Background: an optimization exercise with open tools, aiming at small area. Do not read the settings as production practice. Only simulation tests tie the RTL to the original design; equivalence was not proved. Power and IR drop assume default switching activity.

==> design/flow/design.v <==
module thermo8_cts (
    input  wire        clk,
    input  wire        rst,
    input  wire        cmd_valid,
    output wire        cmd_ready,
    input  wire [31:0] cmd_word,
    input  wire [31:0] cmd_x,
    output reg         rsp_valid,
    output wire [31:0] rsp_res,
    output wire [2:0]  rsp_err,
    output wire [7:0]  rsp_err_info,
    input  wire        alert_in,
    output wire        bus_req_valid,
    output reg  [2:0]  bus_req_kind,
    output reg  [7:0]  bus_req_byte,
    output reg         bus_req_ack,
    input  wire        bus_rsp_valid,
    input  wire [1:0]  bus_rsp_code,
    input  wire [7:0]  bus_rsp_data,
    output reg         settle_start,
    input  wire        settle_done
);
    localparam [2:0] K_START   = 3'd0,
                     K_RESTART = 3'd1,
                     K_STOP    = 3'd2,
                     K_WR      = 3'd3,
                     K_RD      = 3'd4;
    localparam [1:0] R_NACK    = 2'd1,
                     R_TIMEOUT = 2'd2;
    localparam [2:0] E_NONE    = 3'd0,
                     E_NACK    = 3'd1,
                     E_TIMEOUT = 3'd2,
                     E_WIDTH   = 3'd3,
                     E_ILLEGAL = 3'd4;
    localparam [7:0] OP_DECODE_TEMP   = 8'h01,
                     OP_DECODE_STATUS = 8'h02,
                     OP_ENCODE_LIMIT  = 8'h03,
                     OP_WRITE16       = 8'h10,
                     OP_WRITE8        = 8'h11,
                     OP_READ16        = 8'h12,
                     OP_READ8         = 8'h13,
                     OP_INIT          = 8'h20,
                     OP_GET_TEMP      = 8'h21,
                     OP_SET_RES       = 8'h22,
                     OP_SET_LIMIT     = 8'h23,
                     OP_ALERT_ENABLE  = 8'h24,
                     OP_GET_ALERT_PIN = 8'h25,
                     OP_GET_ALERT_ST  = 8'h26,
                     OP_SLEEP         = 8'h27,
                     OP_WAKEUP        = 8'h28,
                     OP_TCRIT_LOCK    = 8'h29,
                     OP_TCRIT_UNLOCK  = 8'h2A,
                     OP_WINDOW_LOCK   = 8'h2B,
                     OP_WINDOW_UNLOCK = 8'h2C,
                     OP_GET_MANUF_ID  = 8'h2D,
                     OP_GET_DEVICE_ID = 8'h2E;
    localparam [1:0] F_W16 = 2'd0,
                     F_W8  = 2'd1,
                     F_R16 = 2'd2,
                     F_R8  = 2'd3;
    localparam [2:0] P_IDLE     = 3'd0,
                     P_DISPATCH = 3'd1,
                     P_RUN      = 3'd2,
                     P_ABORT    = 3'd3,
                     P_SETTLE   = 3'd4;
    reg [2:0]  phase;
    reg [6:0]  sla;
    reg [2:0]  stat;
    reg        stat_v;
    reg [31:0] res;
    reg [2:0]  err;
    reg [7:0]  err_info;
    reg [31:0] cur_cw;
    reg [31:0] cur_x;
    reg        cur_alert;
    reg [3:0]  fi;
    reg        tn;
    reg [7:0]  rxh;
    reg [7:0]  rxl;
    reg [15:0] hold;
    reg [2:0]  abort_err;      
    reg [3:0]  abort_fi;       
    assign cmd_ready     = (phase == P_IDLE);
    assign rsp_res       = res;
    assign rsp_err       = err;
    assign rsp_err_info  = err_info;
    assign bus_req_valid = (phase == P_RUN) || (phase == P_ABORT);
    wire [7:0]  op     = cur_cw[7:0];
    wire [7:0]  fld_a  = cur_cw[15:8];
    wire [15:0] fld_d  = cur_cw[31:16];
    reg legal;
    always @(*) begin
        case (op)
            OP_DECODE_TEMP,
            OP_DECODE_STATUS: legal = (fld_a == 8'd0);
            OP_ENCODE_LIMIT:  legal = (fld_a == 8'd0) && (fld_d == 16'd0);
            OP_WRITE16:       legal = 1'b1;
            OP_WRITE8:        legal = (fld_d[15:8] == 8'd0);
            OP_READ16,
            OP_READ8:         legal = (fld_d == 16'd0);
            OP_INIT:          legal = (fld_a == 8'd0) && (fld_d[15:7] == 9'd0);
            OP_SET_RES:       legal = (fld_a == 8'd0) && (fld_d[15:2] == 14'd0);
            OP_SET_LIMIT:     legal = (fld_a[7:2] == 6'd0) && (fld_a[1:0] != 2'd3) &&
                                      (fld_d == 16'd0);
            OP_ALERT_ENABLE:  legal = (fld_a == 8'd0) && (fld_d[15:3] == 13'd0);
            OP_GET_TEMP,
            OP_GET_ALERT_PIN,
            OP_GET_ALERT_ST,
            OP_SLEEP,
            OP_WAKEUP,
            OP_TCRIT_LOCK,
            OP_TCRIT_UNLOCK,
            OP_WINDOW_LOCK,
            OP_WINDOW_UNLOCK,
            OP_GET_MANUF_ID,
            OP_GET_DEVICE_ID: legal = (fld_a == 8'd0) && (fld_d == 16'd0);
            default:          legal = 1'b0;
        endcase
    end
    wire reg_is_16 = (fld_a >= 8'h01) && (fld_a <= 8'h07);
    wire reg_is_8  = (fld_a == 8'h08);
    function [31:0] decode_temp;
        input [15:0] raw;
        reg   [12:0] mag;
        begin
            if (raw[12])
                mag = 13'd4096 - {1'b0, raw[11:0]};
            else
                mag = {1'b0, raw[11:0]};
            decode_temp = {13'd0, raw[15:13], 2'b00, raw[12], mag};
        end
    endfunction
    function [15:0] encode_limit;
        input [31:0] x;
        reg   [31:0] mag;
        reg   [31:0] n;
        begin
            if (x[31]) begin
                mag = (~x + 32'd1) >> 12;
                n   = ~mag + 32'd1;
            end else begin
                n   = x >> 12;
            end
            if (n[1:0] != 2'b00)
                n = n + 32'd1;
            encode_limit = n[15:0];
        end
    endfunction
    wire [15:0] limit_word = encode_limit(cur_x);
    wire [15:0] alert_cfg  = 16'h0019 | {13'd0, fld_d[2], 2'b00} | {5'd0, fld_d[1:0], 9'd0};
    reg [15:0] rmw_value;
    always @(*) begin
        case (op)
            OP_SLEEP:         rmw_value = hold | 16'h0100;
            OP_WAKEUP:        rmw_value = hold & 16'hFEFF;
            OP_TCRIT_LOCK:    rmw_value = hold | 16'h0080;
            OP_TCRIT_UNLOCK:  rmw_value = hold & 16'hFF7F;
            OP_WINDOW_LOCK:   rmw_value = hold | 16'h0040;
            default:          rmw_value = hold & 16'hFFBF;    
        endcase
    end
    wire is_rmw = (op >= OP_SLEEP) && (op <= OP_WINDOW_UNLOCK);
    wire is_settle_cmd = (op == OP_SLEEP) || (op == OP_WAKEUP);
    reg [1:0]  ftype;
    reg [7:0]  freg;
    reg [15:0] fval;
    always @(*) begin
        ftype = F_R16;
        freg  = 8'h00;
        fval  = 16'h0000;
        case (op)
            OP_WRITE16:       begin ftype = F_W16; freg = fld_a;  fval = fld_d; end
            OP_WRITE8:        begin ftype = F_W8;  freg = fld_a;  fval = {8'd0, fld_d[7:0]}; end
            OP_READ16:        begin ftype = F_R16; freg = fld_a;  end
            OP_READ8:         begin ftype = F_R8;  freg = fld_a;  end
            OP_GET_TEMP:      begin ftype = F_R16; freg = 8'h05;  end
            OP_SET_RES:       begin ftype = F_W8;  freg = 8'h08;  fval = {14'd0, fld_d[1:0]}; end
            OP_SET_LIMIT:     begin ftype = F_W16; freg = 8'h02 + {6'd0, fld_a[1:0]}; fval = limit_word; end
            OP_ALERT_ENABLE:  begin ftype = F_W16; freg = 8'h01;  fval = alert_cfg; end
            OP_GET_MANUF_ID:  begin ftype = F_R16; freg = 8'h06;  end
            OP_GET_DEVICE_ID: begin ftype = F_R16; freg = 8'h07;  end
            default: begin
                freg = 8'h01;
                if (tn) begin
                    ftype = F_W16;
                    fval  = rmw_value;
                end else begin
                    ftype = F_R16;
                end
            end
        endcase
    end
    reg [3:0] flen;
    always @(*) begin
        case (ftype)
            F_W16:   flen = 4'd6;
            F_W8:    flen = 4'd5;
            F_R16:   flen = 4'd8;
            default: flen = 4'd7;
        endcase
    end
    always @(*) begin
        bus_req_kind = K_STOP;
        bus_req_byte = 8'h00;
        bus_req_ack  = 1'b0;
        if (phase == P_RUN) begin
            case (fi)
                4'd0: bus_req_kind = K_START;
                4'd1: begin bus_req_kind = K_WR; bus_req_byte = {sla, 1'b0}; end
                4'd2: begin bus_req_kind = K_WR; bus_req_byte = freg; end
                4'd3: begin
                    if (ftype == F_W16) begin
                        bus_req_kind = K_WR; bus_req_byte = fval[15:8];
                    end else if (ftype == F_W8) begin
                        bus_req_kind = K_WR; bus_req_byte = fval[7:0];
                    end else begin
                        bus_req_kind = K_RESTART;
                    end
                end
                4'd4: begin
                    if (ftype == F_W16) begin
                        bus_req_kind = K_WR; bus_req_byte = fval[7:0];
                    end else if (ftype == F_W8) begin
                        bus_req_kind = K_STOP;
                    end else begin
                        bus_req_kind = K_WR; bus_req_byte = {sla, 1'b1};
                    end
                end
                4'd5: begin
                    if (ftype == F_R16) begin
                        bus_req_kind = K_RD; bus_req_ack = 1'b1;
                    end else if (ftype == F_R8) begin
                        bus_req_kind = K_RD; bus_req_ack = 1'b0;
                    end else begin
                        bus_req_kind = K_STOP;
                    end
                end
                4'd6: begin
                    if (ftype == F_R16) begin
                        bus_req_kind = K_RD; bus_req_ack = 1'b0;
                    end else begin
                        bus_req_kind = K_STOP;
                    end
                end
                default: bus_req_kind = K_STOP;
            endcase
        end
    end
    reg [31:0] ok_result;
    always @(*) begin
        case (op)
            OP_DECODE_TEMP:   ok_result = decode_temp(fld_d);
            OP_DECODE_STATUS: ok_result = {29'd0, fld_d[15:13]};
            OP_ENCODE_LIMIT:  ok_result = {16'd0, limit_word};
            OP_READ16,
            OP_GET_MANUF_ID,
            OP_GET_DEVICE_ID: ok_result = {16'd0, rxh, rxl};
            OP_READ8:         ok_result = {24'd0, rxl};
            OP_GET_TEMP:      ok_result = decode_temp({rxh, rxl});
            OP_GET_ALERT_PIN: ok_result = {31'd0, cur_alert};
            OP_GET_ALERT_ST:  ok_result = {28'd0, stat_v, stat};
            OP_INIT:          ok_result = 32'd0;
            default:          ok_result = {16'd0, fval};    
        endcase
    end
    wire is_immediate = (op == OP_DECODE_TEMP) || (op == OP_DECODE_STATUS) ||
                        (op == OP_ENCODE_LIMIT) || (op == OP_INIT) ||
                        (op == OP_GET_ALERT_PIN) || (op == OP_GET_ALERT_ST);
    wire width_bad = ((op == OP_WRITE16) || (op == OP_READ16)) ? !reg_is_16 :
                     ((op == OP_WRITE8)  || (op == OP_READ8))  ? !reg_is_8  : 1'b0;
    wire bus_hs  = bus_req_valid && bus_rsp_valid;
    wire is_last = (fi == flen - 4'd1);
    always @(posedge clk) begin
        if (rst) begin
            phase        <= P_IDLE;
            sla          <= 7'h18;
            stat         <= 3'd0;
            stat_v       <= 1'b0;
            res          <= 32'd0;
            err          <= E_NONE;
            err_info     <= 8'd0;
            cur_cw       <= 32'd0;
            cur_x        <= 32'd0;
            cur_alert    <= 1'b0;
            fi           <= 4'd0;
            tn           <= 1'b0;
            rxh          <= 8'd0;
            rxl          <= 8'd0;
            hold         <= 16'd0;
            abort_err    <= E_NONE;
            abort_fi     <= 4'd0;
            rsp_valid    <= 1'b0;
            settle_start <= 1'b0;
        end else begin
            rsp_valid    <= 1'b0;
            settle_start <= 1'b0;
            case (phase)
                P_IDLE: begin
                    if (cmd_valid) begin
                        cur_cw    <= cmd_word;
                        cur_x     <= cmd_x;
                        cur_alert <= alert_in;
                        err       <= E_NONE;
                        err_info  <= 8'd0;
                        fi        <= 4'd0;
                        tn        <= 1'b0;
                        phase     <= P_DISPATCH;
                    end
                end
                P_DISPATCH: begin
                    if (!legal) begin
                        res       <= 32'd0;
                        err       <= E_ILLEGAL;
                        rsp_valid <= 1'b1;
                        phase     <= P_IDLE;
                    end else if (width_bad) begin
                        res       <= 32'd0;
                        err       <= E_WIDTH;
                        rsp_valid <= 1'b1;
                        phase     <= P_IDLE;
                    end else if (is_immediate) begin
                        res       <= ok_result;
                        if (op == OP_INIT)
                            sla <= fld_d[6:0];
                        rsp_valid <= 1'b1;
                        phase     <= P_IDLE;
                    end else begin
                        phase     <= P_RUN;
                    end
                end
                P_RUN: begin
                    if (bus_hs) begin
                        if (bus_rsp_code == R_TIMEOUT ||
                            (bus_req_kind == K_WR && bus_rsp_code == R_NACK)) begin
                            if (is_last) begin
                                res       <= 32'd0;
                                err       <= E_TIMEOUT;
                                err_info  <= {3'b000, tn, fi};
                                rsp_valid <= 1'b1;
                                phase     <= P_IDLE;
                            end else begin
                                abort_err <= (bus_rsp_code == R_TIMEOUT) ? E_TIMEOUT : E_NACK;
                                abort_fi  <= fi;
                                phase     <= P_ABORT;
                            end
                        end else begin
                            if (bus_req_kind == K_RD) begin
                                if (bus_req_ack)
                                    rxh <= bus_rsp_data;
                                else
                                    rxl <= bus_rsp_data;
                            end
                            if (!is_last) begin
                                fi <= fi + 4'd1;
                            end else if (is_rmw && !tn) begin
                                hold <= {rxh, rxl};
                                tn   <= 1'b1;
                                fi   <= 4'd0;
                            end else if (is_settle_cmd) begin
                                settle_start <= 1'b1;
                                phase        <= P_SETTLE;
                            end else begin
                                res       <= ok_result;
                                if (op == OP_GET_TEMP) begin
                                    stat   <= rxh[7:5];
                                    stat_v <= 1'b1;
                                end
                                rsp_valid <= 1'b1;
                                phase     <= P_IDLE;
                            end
                        end
                    end
                end
                P_ABORT: begin
                    if (bus_hs) begin
                        res       <= 32'd0;
                        err       <= abort_err;
                        err_info  <= {3'b000, tn, abort_fi};
                        rsp_valid <= 1'b1;
                        phase     <= P_IDLE;
                    end
                end
                P_SETTLE: begin
                    if (settle_done) begin
                        res       <= ok_result;
                        rsp_valid <= 1'b1;
                        phase     <= P_IDLE;
                    end
                end
                default: phase <= P_IDLE;
            endcase
        end
    end
endmodule
==> design/flow/run.sh <==
#!/bin/bash
# synth_recipe.tcl (not shown) runs the flow's synth.tcl, then flattens the netlist and writes it again
# the make line also repeats each setting of config.mk as NAME=value (left out here)
make -C /OpenROAD-flow-scripts/flow DESIGN_CONFIG=/design/flow/config.mk WORK_HOME=/design/flow/orfs CLKGATE_MAP_FILE= SYNTH_SCRIPT=/design/flow/synth_recipe.tcl finish
==> design/flow/config.mk <==
export PLATFORM = sky130hd
export DESIGN_NAME = thermo8_cts
export DESIGN_NICKNAME = thermo8_cts
export VERILOG_FILES = /design/flow/design.v
export SDC_FILE = /design/flow/constraint.sdc
export NUM_CORES = 4
export LEC_CHECK = 0
export CAP_MARGIN = 20
export CORE_MARGIN = 2
export CORE_UTILIZATION = 40
export PLACE_DENSITY = 0.6
export SLEW_MARGIN = 20
==> design/flow/constraint.sdc <==
create_clock -name core_clock -period 10.0 [get_ports {clk}]
set_input_delay 2.0000 -clock core_clock [delete_from_list [all_inputs] [get_ports {clk}]]
set_output_delay 2.0000 -clock core_clock [all_outputs]
set_load 0.01 [all_outputs]
==> impl_metrics.toml <==
[status]
status = "finished clean"

[clock_tree]
cts_buffer_depth = 2
post_cts_resized = 0
cts_tree = "yes"
holdBufCountCts = 0
post-cts-setup-buffers = 0
path_clk_slew_ns = 0.06
root_buffer = "clkbuf_16"
worstSkewPairLatency_ns = 0.43
numCtsBuffers = 17
htreeDepth = 4
cts.sinks = 148

[drt]
drt-met1-wl_um = 15070
first_pass_iters = 5
route.detailed.drc = 0
vias = 9473
wl_met3_um = 2026
drt_iter0_drc = 813
wl_per_cell_um = 19.32
wl_met2_um = 13650
highest_layer = "met4"
antenna_left = 0
via_per_inst = 5.741
wirelength_um = 31870

[floorplan]
start_util = 0.4061
core_sq_mm = 0.02333
die_x_um = 157.9
io_pins = 139
row_count = 56
die-area_sq_mm = 0.02494
chipHeight_um = 157.9

[power_and_ir_drop]
pwr-share-clk = 0.357
p_sw_frac = 0.3514
combPwrFrac = 0.251
power_density_mw_per_mm2 = 155.1
intPower_mw = 1.136
ir_drop_mv = 0.08891
pwr-share-seq = 0.392
switchingPower_mw = 0.6155
power.leakage_nw = 3.929
finalPower_mw = 1.752

[placement]
pre_cts_slack_ns = 2.396
io_buffer_count = 119
hpwl_um = 23690
gp_congestion = 1.020

[global_routing]
grt_pass1_wl_um = 49720
grt_use_total = 0.2574
overflow = 0
grt_pass1_vias = 8704
grt_max_degree = 87
grt_antenna_before_repair = 0

[timing]
rsz0062_at_grt = "false"
final_hold_viol_count = 0
tns_ns = 0
fmax_ghz = 0.1221
fin_crit_ns = 8.192
maxSlewHeadroom = 0.2887
setup_ws_ns = 1.808
final_max_slew_viol_count = 0
setup_viol = 0
period_share = 0.8192
clock_skew_ns = 0.01109
worst_slew_pin_slew_ns = 1.064
hold_ws_ns = 0.4522

[yosys]
yosysWarnings = 1
async_reset_ff_frac = 0
synthTopCellsByArea = "dfxtp_1 (31%), nand2_1 (8.1%), mux2i_1 (6.7%)"
synth_edf_count = 0
synth.most_common_cell = "nand2_1"
synth_ff_type = "dfxtp_1"
synthTopCellsByCount = "nand2_1 (204), dfxtp_1 (148), nor2_1 (130)"
synth_top_area_share = 0.3127
ys_seq_area_frac = 0.3127
synth.avg_cell_area_sq_um = 7.520
synthDistinctLibCells = 83
syn_area_sq_mm = 0.009475
syn_inst = 1260
yosysTopAreaCell = "dfxtp_1"
ys_ff_latch = 148

[cells_and_area]
area_growth_pct = 19.20
num_antenna_cells = 0
drive_gt1_frac = 0.05710
final_core_util = 0.4841
fin_nets = 1409

[worst_setup_path]
critPathMaxFanout = 13
required_ns = 8.00
crit_path_start_kind = "flop"
path_class = "flop to primary output"
worst_setup_path_end_kind = "primary output"
cp.arrival_ns = 6.19

[hold_path]
hold_class = "flop to flop"

[flow_run]
maxCapViolations = 0
## logic make-up after synthesis
group | share of synthesized area
buffers and inverters | 0.05955
AND/OR/NAND/NOR | 0.2815
AO/OA/AOI/OAI | 0.2228
adder cells (fa/ha/maj) | 0.01453
XOR/XNOR | 0.03961
other | 0.0003958
multiplexers | 0.06893
flip-flops | 0.3127
## state kept, by name, summed over array words and instances, names as in the netlist, 2 cells and up
name,cells
cur_cw,32
cur_x,29
res,19
hold,16
rxh,8
rxl,8
sla,7
err_info,5
abort_fi,4
fi,4
err,3
phase,3
stat,3
abort_err,2
## layer usage
| layer | track usage | vias to the layer above |
|---|---|---|
| li1 | - | 4614 |
| met2 | 0.3820 | 393 |
| met4 | 0.1035 | 0 |
| met3 | 0.04353 | 55 |
| met1 | 0.3685 | 4411 |
| met5 | 0 | - |
## cells in the final DEF, fill, tap and decap left out, types with 8 or more instances in the layout
cell type / n
nand2_1: 203
dfxtp_1: 148
nor2_1: 130
clkdlybuf4s50_1: 118
a21oi_1: 113
mux2i_1: 63
o21ai_0: 60
nand3_1: 39
xnor2_1: 31
inv_1: 24
nor3_1: 22
or3_1: 18
nand4_1: 17
clkbuf_16: 17
nor4_1: 16
conb_1: 16
nor2b_1: 15
a22oi_1: 14
a22o_1: 14
nand2b_1: 12
a31oi_1: 12
o31ai_1: 11
nand3b_1: 11
ha_1: 11
a211oi_1: 10
xor2_1: 10
a221oi_1: 10
and3_1: 8
a221o_1: 8
o221ai_1: 8
## worst max-delay path, cell delays in order, from the launching register on
cell             delay (ns)
dfxtp_1                0.33
nor4_2                 0.57
nand3_1                0.44
o21ai_0                0.26
o21ai_0                0.12
ha_1                   0.37
nand2_1                0.20
a21oi_1                0.07
nor4b_1                0.63
o211ai_1               0.24
nor3b_1                0.58
nand3b_1               0.17
xnor2_1                0.19
o21ai_0                0.55
a31oi_1                0.18
o211ai_1               0.26
clkdlybuf4s50_1        0.59
## cell type report
cell class | instances | area (sq um)
fillers | 2386 | 12040
multi-input cells | 1000 | 6018
flip-flops and latches | 148 | 2963
repair buffers | 126 | 1254
clock buffers | 22 | 494.2
well taps | 319 | 399.1
inverters | 25 | 93.84
clock inverters | 10 | 72.57
## power by group through the flow
stage	Sequential (mW)	Combinational, mW	Clock [mW]
CTS	0.684	0.436	0.636
finish	0.686	0.440	0.626
detailed placement	0.698	0.434	0
global route	0.692	0.484	0.662
global placement	0.697	0.431	0
floorplan	0.658	0.330	0
## final timing paths
kind                 start               to  slack [ns]  cells past startpoint
setup reg to reg  cur_x[9]           res[7]        4.69                     15
hold / removal      err[0]           err[0]        0.45                      2
hold reg to reg     err[0]           err[0]        0.45                      2
setup / recovery  cur_x[9]  bus_req_byte[7]        1.81                     16
## metrics by stage
| stage | instances | area, sq um |
|---|---|---|
| 2_1_floorplan | 1275 | 9532 |
| 3_3_place_gp | 1617 | 10710 |
| 3_5_place_dp | 1618 | 10730 |
| 4_1_cts | 1650 | 11290 |
| 5_1_grt | 1650 | 11290 |
| 6_report | 1650 | 11290 |

[what the ideal ports hide]
In the flow no input, the clock included, has a driving cell. The finished layout below was timed again as built, in two steps. Step 1 assumes that a clkbuf_16 drives the clock port and a buf_2 every other input. Step 2 moves the port delays by t, midway between the first and last clock arrival at a register: inputs arrive t later, outputs are due t later. That takes back most of the time a late clock gives input paths. Three values: ideal, step 1, step 2; two values: the first two.
t (ns): 0.477
setup WS [ns]: 1.808 / 1.758 / 2.236
worst setup path after step 2: register to output
worst slew at a driven data input, ns: 0.04
cell pins on the clock port's net: 1
After both steps setup and hold are still met in this run. For this run, drivers alone change the setup slack by -0.050 ns; drivers and shift together by +0.428 ns.
